Context: an optimization exercise on an open-source flow, tuned for small area and few clock cycles. The choices shown serve that exercise and are no tape-out recipe. In this exercise RTL edits were held to simulation tests only and were not proved equivalent to the original. Power figures rest on the tool's default switching activity, not on a simulated workload.

==> flow/design.v (excerpt) <==
module qurv_codec (
    input  wire        clk,
    input  wire        rst,           
    input  wire        step_valid,
    input  wire        step_kind,     
    input  wire [23:0] step_word,
    output reg         done,
    output reg         rdata_valid,
    output reg  [15:0] rdata,
    output wire        tx_valid,
    output wire [7:0]  tx_data,
    input  wire        tx_ready
);
    localparam integer PAYLOAD_MAX = 32;
    localparam integer BODY_MAX    = PAYLOAD_MAX + 6;
    localparam integer RX_BUDGET   = 2 * BODY_MAX + 2;
    localparam [7:0] HOST_ADDR  = 8'h42;
    localparam [7:0] TYPE_READ  = 8'h04;
    localparam [7:0] TYPE_WRITE = 8'h05;
    localparam [7:0] ACK_READ   = 8'h08;
    localparam [7:0] ACK_WRITE  = 8'h03;
    localparam [7:0] START      = 8'h0D;
    localparam [7:0] ENDM       = 8'h0A;
    localparam [7:0] ESC        = 8'h5E;
    localparam [7:0] ESC_OFFSET = 8'h40;
    localparam [2:0] XS_IDLE = 3'd0, XS_BUSY = 3'd1, XS_OK = 3'd2, XS_TIMEOUT = 3'd3,
                     XS_TRANSPORT = 3'd4, XS_CHECKSUM = 3'd5, XS_MALFORMED = 3'd6,
                     XS_ACK = 3'd7;
    localparam [3:0] F_ILLCMD = 4'h1, F_ILLSEQ = 4'h2, F_TXOVF = 4'h4, F_BADIDX = 4'h8;
  ...
Settings: LEC_CHECK=0, CAP_MARGIN=20, CORE_MARGIN=2, CORE_UTILIZATION=40, CTS_BUF_LIST=sky130_fd_sc_hd__clkbuf_4 sky130_fd_sc_hd__clkbuf_8, CTS_CLUSTER_DIAMETER=50, CTS_CLUSTER_SIZE=20, PLACE_DENSITY=0.6, SLEW_MARGIN=20; clock period 10.0 ns.
run.sh (not shown) runs the stock make flow with config.mk's settings and CLKGATE_MAP_FILE= SYNTH_SCRIPT=/design/flow/synth_recipe.tcl, a recipe that flattens the netlist after the stock synthesis.
The starting point passed the timing, DRC and antenna checks.
Testbench counts at the start, summed over its fixed seeds: cycles 56,530.
Edit:
==> flow/flow/run.sh (new file) <==
#!/bin/bash
# The standard layout (the standard.sh, all steps) with two changes:
# - the port buffers use the smallest buffer cell instead of the default one;
# - clock tree synthesis adds no dummy loads (the same clustering and buffers
#   as config.mk asks for otherwise).
export BUFFER_PORTS_ARGS="-buffer_cell sky130_fd_sc_hd__buf_1"
export CTS_ARGS="-sink_clustering_enable -repair_clock_nets -sink_clustering_size 16 -sink_clustering_max_diameter 40 -buf_list {sky130_fd_sc_hd__clkbuf_4 sky130_fd_sc_hd__clkbuf_8} -dont_use_dummy_load"
bash standard.sh > standard.log 2>&1
==> flow/standard.sh (new file) <==
#!/bin/bash
# synth_recipe.tcl (not shown) runs the flow's synth.tcl, then flattens the netlist and writes it again
# the make line also repeats each setting of config.mk as NAME=value (left out here)
make -C /OpenROAD-flow-scripts/flow DESIGN_CONFIG=/design/flow/config.mk WORK_HOME=/design/flow/orfs CLKGATE_MAP_FILE= SYNTH_SCRIPT=/design/flow/synth_recipe.tcl "${@:-finish}"
Settings changed: CORE_UTILIZATION 40 to 60, CTS_CLUSTER_DIAMETER 50 to 40, CTS_CLUSTER_SIZE 20 to 16, PLACE_DENSITY 0.6 to 0.75.
removed: flow/run.sh
Core utilization rose by 20 points; critical path depth fell by 2; count of clock-buffer cells in the layout is higher by 4; wire length drops by 0.52%; synthesized area is unchanged; power falls by 8.3%; design area went down by 4.3%; first-iteration DRC count grows by 12%; register-to-register slack improved by 310 ps.
Edit:
==> flow/flow/run.sh (replaced) <==
#!/bin/bash
# The standard layout (the standard.sh, all steps) with two changes:
# - the port buffers use the smallest buffer cell instead of the default one;
# - clock tree synthesis adds no dummy loads (the same clustering and buffers
#   as config.mk asks for otherwise).
export BUFFER_PORTS_ARGS="-buffer_cell sky130_fd_sc_hd__buf_1"
export CTS_ARGS="-sink_clustering_enable -repair_clock_nets -sink_clustering_size 20 -sink_clustering_max_diameter 50 -buf_list {sky130_fd_sc_hd__clkbuf_4 sky130_fd_sc_hd__clkbuf_8} -dont_use_dummy_load"
bash standard.sh > standard.log 2>&1
Settings changed: CTS_CLUSTER_DIAMETER 40 to 50, CTS_CLUSTER_SIZE 16 to 20.
Synthesized area does not change.
Clock skew shrinks by 28 ps.
Worst setup slack gets better by 49 ps.
Wire length barely changes.
Clock power falls by 12%.
Total power drops by 2.9%.

separate check: timing with driven ports:
The flow's constraints put no driver on any port. The routed layouts listed below were extracted and timed again, unchanged, in two steps.
Step 1 assumes that a clkbuf_16 drives the clock port and a buf_2 every other input.
Step 2 times the ports against the registers' clock, not the clock port: input delays grow and output delays shrink by t, the midpoint of the rising clock arrivals with the driver on.
Three values: ideal ports, drivers, drivers and shift; two values: the first two.
run | t (ns) | setup WS [ns] | worst setup path after step 2 | slew at the worst register clock pin (ns) | pins driven straight from the clock port
the first run | 0.831 | 1.175 / 1.221 / 0.391 | input to register | 0.12 / 0.12 | 1
the second run | 0.794 | 1.050 / 0.986 / 0.706 | input to register | 0.10 / 0.10 | 1
the third run | 0.760 | 1.098 / 1.030 / 0.804 | input to register | 0.12 / 0.12 | 1
After both steps setup and hold are still met in every run listed. For the first run, which loses most, drivers alone change the setup slack by +0.046 ns; drivers and shift together by -0.784 ns.
